What follows belongs to an exercise in optimizing a design on an open flow for a short achievable clock period and few clock cycles per item; a production flow would make more cautious choices.
No functional check of the RTL was part of this run.
No activity file was given, so power comes from the tool's default toggle rates.

## flow/design.v

```verilog
module rlc_decoder (
    input  wire        clk,
    input  wire        rst,           
    input  wire        arm,
    input  wire [5:0]  cfg_dw,        
    input  wire [4:0]  cfg_c,         
    input  wire [15:0] cfg_limit,     
    input  wire [6:0]  cfg_ratio,     
    output wire        idle,
    input  wire        rx_valid,
    input  wire [7:0]  rx_data,
    output wire        rx_ready,
    output wire        out_valid,
    input  wire        out_ready,
    output wire [31:0] out_data,
    output wire        out_pre,
    output wire        done,
    output wire        done_err,
    output wire [31:0] total_samples,
    output wire [31:0] delay_value
);
    localparam DEPTH = 8;
    localparam AW    = 3;
    reg         idle_q;
    reg         done_q;
    reg         err_q;
    reg         rx_ready_q;
    reg         rx_active_q;      
    reg  [5:0]  dw_q;
    reg  [4:0]  c_q;
    wire take = arm & idle_q;
    wire cfg_ok = (cfg_dw != 6'd0) && (cfg_dw <= 6'd32) && (cfg_c <= 5'd16) &&
                  (cfg_limit != 16'd0) && (cfg_ratio <= 7'd100);
    wire [6:0]  cfg_sum    = {1'b0, cfg_dw} + {2'b00, cfg_c};
    reg         rb1_q;        
    reg         rb2_q;        
    reg  [15:0] cmask_q;      
    integer j;
    always @(posedge clk) begin
        if (take) begin
            rb1_q <= (cfg_sum <= 7'd8);
            rb2_q <= (cfg_sum > 7'd8) && (cfg_sum <= 7'd16);
            for (j = 0; j < 16; j = j + 1)
                cmask_q[j] <= (j < cfg_c);
        end
    end
    wire [6:0]  sum_w      = {1'b0, dw_q} + {2'b00, c_q} + 7'd7;
    wire [2:0]  rb         = sum_w[5:3];                  
    wire [6:0]  dsum_w     = {1'b0, dw_q} + 7'd7;
    wire [2:0]  db         = dsum_w[5:3];                 
    wire [6:0]  rtop       = {1'b0, rb, 3'b000} - {2'b00, c_q};
    wire [6:0]  dtop       = {1'b0, db, 3'b000};
    reg  [5:0]  rl_sh_q;      
    reg  [6:0]  rtop_q, dtop_q;
    reg  [31:0] pmask_q;
    always @(posedge clk) begin
        rl_sh_q <= 6'd1 << (rb - 3'd2);
        rtop_q  <= rtop;
        dtop_q  <= dtop;
        for (j = 0; j < 32; j = j + 1)
            pmask_q[j] <= (j < rtop_q) && (j < dtop_q);
    end
    reg  [17:0] pp0_q, pp1_q, pp2_q;    
    reg  [15:0] pp3_q;                  
    reg  [7:0]  rat_q;                  
    reg  [19:0] q0_q;
    reg  [18:0] q1_q;
    wire [23:0] dinit = {4'd0, q0_q} + {1'b0, q1_q, 4'd0};
    reg         mv1_q, mv2_q, m_valid_q;
    always @(posedge clk) begin
        if (take) begin
            pp0_q   <= cfg_limit * cfg_ratio[1:0];
            pp1_q   <= cfg_limit * cfg_ratio[3:2];
            pp2_q   <= cfg_limit * cfg_ratio[5:4];
            pp3_q   <= cfg_ratio[6] ? cfg_limit : 16'd0;
            rat_q   <= {1'b0, cfg_ratio} + 8'd100;
        end
        q0_q    <= {2'd0, pp0_q} + {pp1_q, 2'b00};
        q1_q    <= {1'b0, pp2_q} + {1'b0, pp3_q, 2'b00};
    end
    reg  [5:0]  lane_q;       
    reg         lastb_q;      
    reg         lasts_q;      
    reg  [15:0] scnt_q;       
    reg  [15:0] w_q;          
    reg  [31:0] p_q;          
    reg  [47:0] v_q;          
    reg  [47:0] v0_q;         
    reg  [7:0]  co_q;         
    wire [47:0] cfg_v0 = 48'h0000FF << (5'd16 - cfg_c);
    reg  [7:0]  rot;
    integer b, k;
    always @(*) begin
        for (b = 0; b < 8; b = b + 1) begin
            rot[b] = 1'b0;
            for (k = 0; k < 8; k = k + 1)
                rot[b] = rot[b] | (co_q[k] & rx_data[(b + k) % 8]);
        end
    end
    wire lastb  = lastb_q;
    wire accept = rx_valid & rx_ready_q;
    wire compl  = accept & lastb;
    reg  [31:0] p_next;
    always @(*)
        for (j = 0; j < 32; j = j + 1)
            p_next[j] = (accept & v_q[j + 16]) ? rot[j % 8] : p_q[j];
    wire [15:0] w_next  = {(accept & lane_q[1]) ? rx_data : w_q[15:8],
                           (accept & lane_q[0]) ? rx_data : w_q[7:0]};
    wire [31:0] x_data  = p_next;                
    wire [15:0] x_code  = w_next & cmask_q;
    wire        x_zero  = (x_code == 16'd0);
    reg  [31:0] f_data [0:DEPTH-1];
    reg  [15:0] f_code [0:DEPTH-1];
    reg         f_zero [0:DEPTH-1];
    reg         f_last [0:DEPTH-1];
    reg  [AW-1:0] wptr_q, rptr_q;
    reg  [AW:0]   cnt_q;
    wire        f_ne   = (cnt_q != 0);
    wire        h_v    = f_ne | compl;
    wire [31:0] h_data = f_ne ? f_data[rptr_q] : x_data;
    wire [15:0] h_code = f_ne ? f_code[rptr_q] : x_code;
    wire        h_zero = f_ne ? f_zero[rptr_q] : x_zero;
    wire        h_last = f_ne ? f_last[rptr_q] : lasts_q;
    wire [AW+1:0] pend = {1'b0, cnt_q} + {{AW+1{1'b0}}, (rx_ready_q & lastb)};
    wire room = (pend <= DEPTH - 1);
    reg         ov_q;
    reg  [31:0] od_q;         
    reg         opre_q;       
    reg  [31:0] od2_q;        
    reg         opre2_q;      
    reg  [15:0] rem_q;
    reg         olast_q;      
    reg         olsamp_q;     
    reg  [23:0] d_q;          
    reg         ld_q;
    reg  [15:0] lcode_q;
    reg         lpre_q;
    reg  [31:0] total_q, delay_q;
    wire pre_next = ~d_q[23] & (d_q[22:0] >= {15'd0, rat_q});   
    wire fire     = ov_q & out_ready;
    wire load     = ~ov_q | (out_ready & olast_q);
    wire ld       = load & h_v & m_valid_q;
    wire pop      = ld;         
    wire push     = compl;
    assign idle          = idle_q;
    assign rx_ready      = rx_ready_q;
    assign out_valid     = ov_q;
    assign out_data      = od_q;
    assign out_pre       = opre_q;
    assign done          = done_q;
    assign done_err      = err_q;
    assign total_samples = total_q;
    assign delay_value   = delay_q;
    always @(posedge clk) begin
        if (push) begin
            f_data[wptr_q] <= x_data;
            f_code[wptr_q] <= x_code;
            f_zero[wptr_q] <= x_zero;
            f_last[wptr_q] <= lasts_q;
        end
    end
    always @(posedge clk) begin
        if (take) begin
            dw_q    <= cfg_dw;
            c_q     <= cfg_c;
        end
        w_q <= w_next;
        p_q <= p_next;
        if (accept) begin
            v_q <= lastb ? v0_q : {v_q[39:0], 8'd0};
        end
        if (take) begin
            v_q  <= cfg_v0;
            v0_q <= cfg_v0;
            for (j = 0; j < 8; j = j + 1)
                co_q[j] <= (cfg_c[2:0] == j);
        end
        if (ld) begin
            od2_q    <= h_data & pmask_q;
            opre2_q  <= pre_next;
            lcode_q  <= h_code;
        end
        lpre_q <= pre_next;
        od_q   <= ld ? (h_data & pmask_q) : od2_q;
        opre_q <= ld ? pre_next : opre2_q;
        if (!ld) begin
            od2_q   <= od_q;
            opre2_q <= opre_q;
        end
        if (ld) begin
            rem_q    <= h_code;
            olast_q  <= h_zero;
            olsamp_q <= h_last;
        end else if (fire) begin
            rem_q    <= rem_q - 16'd1;
            olast_q  <= (rem_q == 16'd1);
        end
    end
    always @(posedge clk) begin
        if (rst) begin
            idle_q      <= 1'b1;
            done_q      <= 1'b0;
            err_q       <= 1'b0;
            rx_ready_q  <= 1'b0;
            rx_active_q <= 1'b0;
            lane_q      <= 6'd1;
            lastb_q     <= 1'b0;
            lasts_q     <= 1'b0;
            scnt_q      <= 16'd0;
            wptr_q      <= {AW{1'b0}};
            rptr_q      <= {AW{1'b0}};
            cnt_q       <= {(AW+1){1'b0}};
            ov_q        <= 1'b0;
            mv1_q       <= 1'b0;
            mv2_q       <= 1'b0;
            m_valid_q   <= 1'b0;
            ld_q        <= 1'b0;
            total_q     <= 32'd0;
            delay_q     <= 32'd0;
        end else begin
            mv1_q     <= take & cfg_ok;
            mv2_q     <= mv1_q;
            m_valid_q <= take ? 1'b0 : (m_valid_q | mv2_q);
            if (take) begin
                idle_q      <= 1'b0;
                err_q       <= ~cfg_ok;
                done_q      <= ~cfg_ok;
                rx_ready_q  <= cfg_ok;
                rx_active_q <= cfg_ok;
                lane_q      <= 6'd1;
                lastb_q     <= (cfg_sum <= 7'd8);
                lasts_q     <= (cfg_limit == 16'd1);
                scnt_q      <= cfg_limit;
                total_q     <= 32'd0;
                delay_q     <= 32'd0;
            end else begin
                if (accept) begin
                    if (lastb) begin
                        lane_q  <= 6'd1;
                        lastb_q <= rb1_q;
                        scnt_q  <= scnt_q - 16'd1;
                        lasts_q <= (scnt_q == 16'd2);
                    end else begin
                        lane_q  <= {lane_q[4:0], 1'b0};
                        lastb_q <= lane_q[0] ? rb2_q : |(lane_q[5:1] & rl_sh_q[5:1]);
                    end
                end
                if (accept & lastb & lasts_q)
                    rx_active_q <= 1'b0;
                rx_ready_q <= rx_active_q & ~(accept & lastb & lasts_q) & room;
                if (mv2_q)
                    d_q <= dinit;
                else if (ld)
                    d_q <= d_q - 24'd100;
                if (ld)
                    ov_q <= 1'b1;
                else if (fire & olast_q)
                    ov_q <= 1'b0;
                done_q <= fire & olast_q & olsamp_q;
                if (done_q)
                    idle_q <= 1'b1;
                if (ld_q) begin
                    total_q <= total_q + {16'd0, lcode_q} + 32'd1;
                    if (lpre_q)
                        delay_q <= delay_q + {16'd0, lcode_q} + 32'd1;
                end
            end
            ld_q        <= ld;
            if (push)
                wptr_q <= wptr_q + 1'b1;
            if (pop)
                rptr_q <= rptr_q + 1'b1;
            cnt_q <= cnt_q + {{AW{1'b0}}, push} - {{AW{1'b0}}, pop};
        end
    end
endmodule
```

## flow/flow/run.sh

```bash
#!/bin/bash
set -euo pipefail
bash standard.sh SETUP_SLACK_MARGIN=5.6 finish > orfs_make.log 2>&1
```

## flow/standard.sh

```bash
#!/bin/bash
# synth_recipe.tcl (not shown) runs the flow's synth.tcl, then flattens the netlist and writes it again
# the make line also repeats each setting of config.mk as NAME=value (left out here)
make -C /OpenROAD-flow-scripts/flow DESIGN_CONFIG=/design/flow/config.mk WORK_HOME=/design/flow/orfs CLKGATE_MAP_FILE= SYNTH_SCRIPT=/design/flow/synth_recipe.tcl "${@:-finish}"
```

## flow/config.mk

```make
export PLATFORM = sky130hd
export DESIGN_NAME = rlc_decoder
export DESIGN_NICKNAME = rlc_decoder
export VERILOG_FILES = /design/flow/design.v
export SDC_FILE = /design/flow/constraint.sdc
export NUM_CORES = 4
export LEC_CHECK = 0
export ABC_CLOCK_PERIOD_IN_PS = 2500
export CAP_MARGIN = 20
export CORE_MARGIN = 2
export CORE_UTILIZATION = 40
export SETUP_SLACK_MARGIN = 5
export SLEW_MARGIN = 20
```

## flow/constraint.sdc

```tcl
create_clock -name core_clock -period 8.0 [get_ports {clk}]
set_input_delay 1.6000 -clock core_clock [delete_from_list [all_inputs] [get_ports {clk}]]
set_output_delay 1.6000 -clock core_clock [all_outputs]
set_load 0.01 [all_outputs]
```

==> flow_metrics.tcl <==
set metrics [dict create \
    critPathMaxFanout 4 \
    cap_viol_max_count 0 \
    initialDrtViolationCount 3298 \
    hold_viol 0 \
    overflow 0 \
    status "complete, no violations" \
    synth_edf_count 659 \
    drive_gt1_share_pct 43.3 \
    clock_path_buffers 3 \
    pin_count 149 \
    cp-end-kind "flop" \
    worstSetupStartpointType "primary input" \
    finClkSkew_ns 0.0301 \
    layout.cells.non_filler 5860 \
    final_core_util_pct 60.0 \
    die-area_mm2 0.112 \
    clock_sinks 971 \
    chipHeight_um 335 \
    yosysSeqAreaShare_pct 59.5 \
    use_met3_pct 4.26 \
    die_w_um 335 \
    grt_usage_pct 24.1 \
    grtUsageMet2_pct 37.9 \
    cts_tree "yes" \
    grtUsageMet1_pct 33.2 \
    switchingPower_uw 4030 \
    cellLeakagePower_uw 0.0242 \
    post-place-cells 4977 \
    post_dp_cell_area_mm2 0.0484 \
    antenna_found_initial 2 \
    diodes 0 \
    rsz0062_at_grt "yes" \
    yosysMostFrequentCell "edfxtp_1" \
    initial_core_util_pct 40.3 \
    synth_top_area_cell "edfxtp_1" \
    hp-class "reg -> reg" \
    wl_um 148000 \
    clock_power_share_pct 34.4 \
    hold_slack_ns 0.340 \
    syn_area_mm2 0.0438 \
    seq_power_share_pct 43.8 \
    cts_root_buf "clkbuf_16" \
    synth_cell_type_count 78 \
    final_net_count 4595 \
    internal_power_uw 10100 \
    grt.busiest_layer "met2" \
    path_clk_slew_ns 0.06 \
    synth_cells 3531 \
    final.period_utilization_pct 42.4 \
    critPathKind "in -> reg" \
    max_freq_mhz 295 \
    via_per_inst 5.69 \
    slew_headroom_pct 28.1 \
    drc 0 \
    htreeDepth 3 \
    wire_per_inst_um 25.3 \
    cp.arrival_ns 3.82 \
    gp_congestion 0.803 \
    dpl.hpwl_um 68100 \
    required_ns 8.43 \
    io_buffers 148 \
    grt_pass1_wl_um 203000 \
    ys_warn_count 1 \
    vias 33400 \
    dr.pass1.iters 6 \
    combPwrFrac_pct 21.9 \
    synth_commonest_cells "edfxtp_1 (659), nand2_1 (368), dfxtp_1 (312)" \
    stdcell_area_mm2 0.0653 \
    drv_slew 0 \
    synth_top_cell_area_share_pct 45.2 \
    swShare_pct 28.5 \
    core_mm2 0.109 \
    yosys-top-cells-area "edfxtp_1 (45%), dfxtp_1 (14%), mux4_2 (5.1%)" \
    ir_worst_vdd_mv 0.166 \
    grt_max_degree 65 \
    cts-buffers-inserted 102 \
    worst_pin_slew_ns 1.07 \
    clkLatencyLatePin_ns 0.71 \
    cellPowerDensity_mw_per_mm2 217 \
    std_cell_rows 121 \
    ant_nets 0 \
    ys.flop_type "edfxtp_1" \
    period_minus_slack_ns 3.39 \
    synth-seq-cells 971 \
    syn-mean-instance-area_um2 12.4 \
    setup_viol 0 \
    grt_pass1_vias 31700 \
    area_delta_synth_final_pct 49.1 \
    syn-num-nets 3767 \
    async_flop_share_pct 0 \
    setup-tns-final_ns 0 \
]
## cells in the final DEF, fill, tap and decap left out, drive strengths merged, types with 17 or more instances in the layout
cell	instances
buf	812
edfxtp	659
nand2	373
dfxtp	312
nor2	213
a21oi	200
ha	179
clkbuf	155
and2	143
o21ai	143
xnor2	139
inv	117
mux2i	102
mux4	100
a31oi	64
xor2	61
nor3	59
nand3	58
nor2b	51
a21o	45
o21a	38
clkinv	38
a22oi	34
o2111ai	32
a211oi	27
and3	24
nor4	23
nand2b	18
or3	18
o21bai	17
## path summary, 6_finish.rpt
check,from,endpoint,slack [ns],cells past startpoint
max,cfg_limit[1],pp1_q[15]$_DFFE_PP_,4.61,12
min,pp2_q[1]$_DFFE_PP_,q1_q[1]$_DFF_P_,0.34,0
max reg2reg,lcode_q[0]$_DFFE_PN_,total_q[24]$_SDFFE_PP0P_,5.24,12
min reg2reg,pp2_q[1]$_DFFE_PP_,q1_q[1]$_DFF_P_,0.34,0
## what timing repair did
action	in CTS	in global routing
hold buffers	0	0
gates cloned	82	25
buffers inserted	384	201
endpoints found under the setup margin	1596	1264
pin swaps	265	297
gates resized for setup	1603	447
## power by group through the flow
stage,Combinational [µW],Clock [µW],Sequential [µW]
2_1_floorplan,1260,0,6110
3_3_place_gp,1710,0,6180
3_5_place_dp,1720,0,6180
4_1_cts,2530,4880,6150
5_1_grt,3260,5090,6210
6_report,3090,4870,6190
## layout make-up
type | count | area (µm²)
fillers | 7893 | 43400
multi-input cells | 2323 | 22400
flip-flops and latches | 971 | 26300
clock buffers | 134 | 2900
clock inverters | 57 | 512
repair buffers | 846 | 10900
inverters | 110 | 509
repair inverters | 5 | 61.3
well taps | 1414 | 1770
## per-layer routing
layer | share of wire [%] | routed length (µm)
met2 | 46 | 67500
met1 | 40 | 59400
met5 | 0.016 | 24
met3 | 9.0 | 13400
met4 | 5.3 | 7890
## sequential cells by signal, summed over array words and instances (netlist names), 20 cells and up, named ones only
name	count
d_q	24
q0_q	20
pmask_q	32
od_q	32
f_data	256
v_q	48
delay_q	32
od2_q	32
v0_q	39
p_q	32
f_code	128
total_q	32
## kinds of logic after synthesis
| group | share of synthesized area (%) |
|---|---|
| flip-flops | 59.5 |
| AND/OR/NAND/NOR | 11.5 |
| AO/OA/AOI/OAI | 9.56 |
| XOR/XNOR | 4.00 |
| adder cells (fa/ha/maj) | 5.57 |
| multiplexers | 7.63 |
| buffers and inverters | 2.26 |
## through the flow
step / worst slack [ns] / total power [µW]
finish: 4.61 / 14200
global placement: 2.77 / 7880
global route: 4.51 / 14600
detailed placement: 2.71 / 7900
floorplan: 3.89 / 7370
CTS: 4.57 / 13600
## critical path, stage by stage
cell and delay (ns):
buf_12 0.10, and2_4 0.15, ha_4 0.15, fa_2 0.34, a21o_1 0.17, a21oi_2 0.14
o21a_1 0.16, nor3_2 0.05, or4b_4 0.51, a31oi_4 0.17, o21bai_1 0.11, xor2_1 0.16

-- re-timing with driven ports --
How much do the figures lean on ideal ports? The routed layout below was timed once more, with nothing changed but the port constraints. Step 1: set_driving_cell puts a clkbuf_16 on clk and a buf_2 on each other input, an assumption about the parent block. Step 2 adds t to the input delays and takes it off the output delays; t is the mean of the earliest and latest rising clock arrival at the registers after step 1. Input paths then give back, and output paths get back, about the clock's delay inside the block. a / b / c = ideal ports / drivers / drivers and shift; a / b = the first two.
t, ns: 0.754
slack for setup (ns): 4.611 / 4.632 / 3.878
hold slack, ns: 0.340 / 0.340 / 0.340
worst setup path at the end: input to register
latest minus earliest clock arrival (ns): 0.042 / 0.041
After both steps this run still meets setup and hold. For this run, drivers alone change the setup slack by +0.021 ns; drivers and shift together by -0.733 ns.
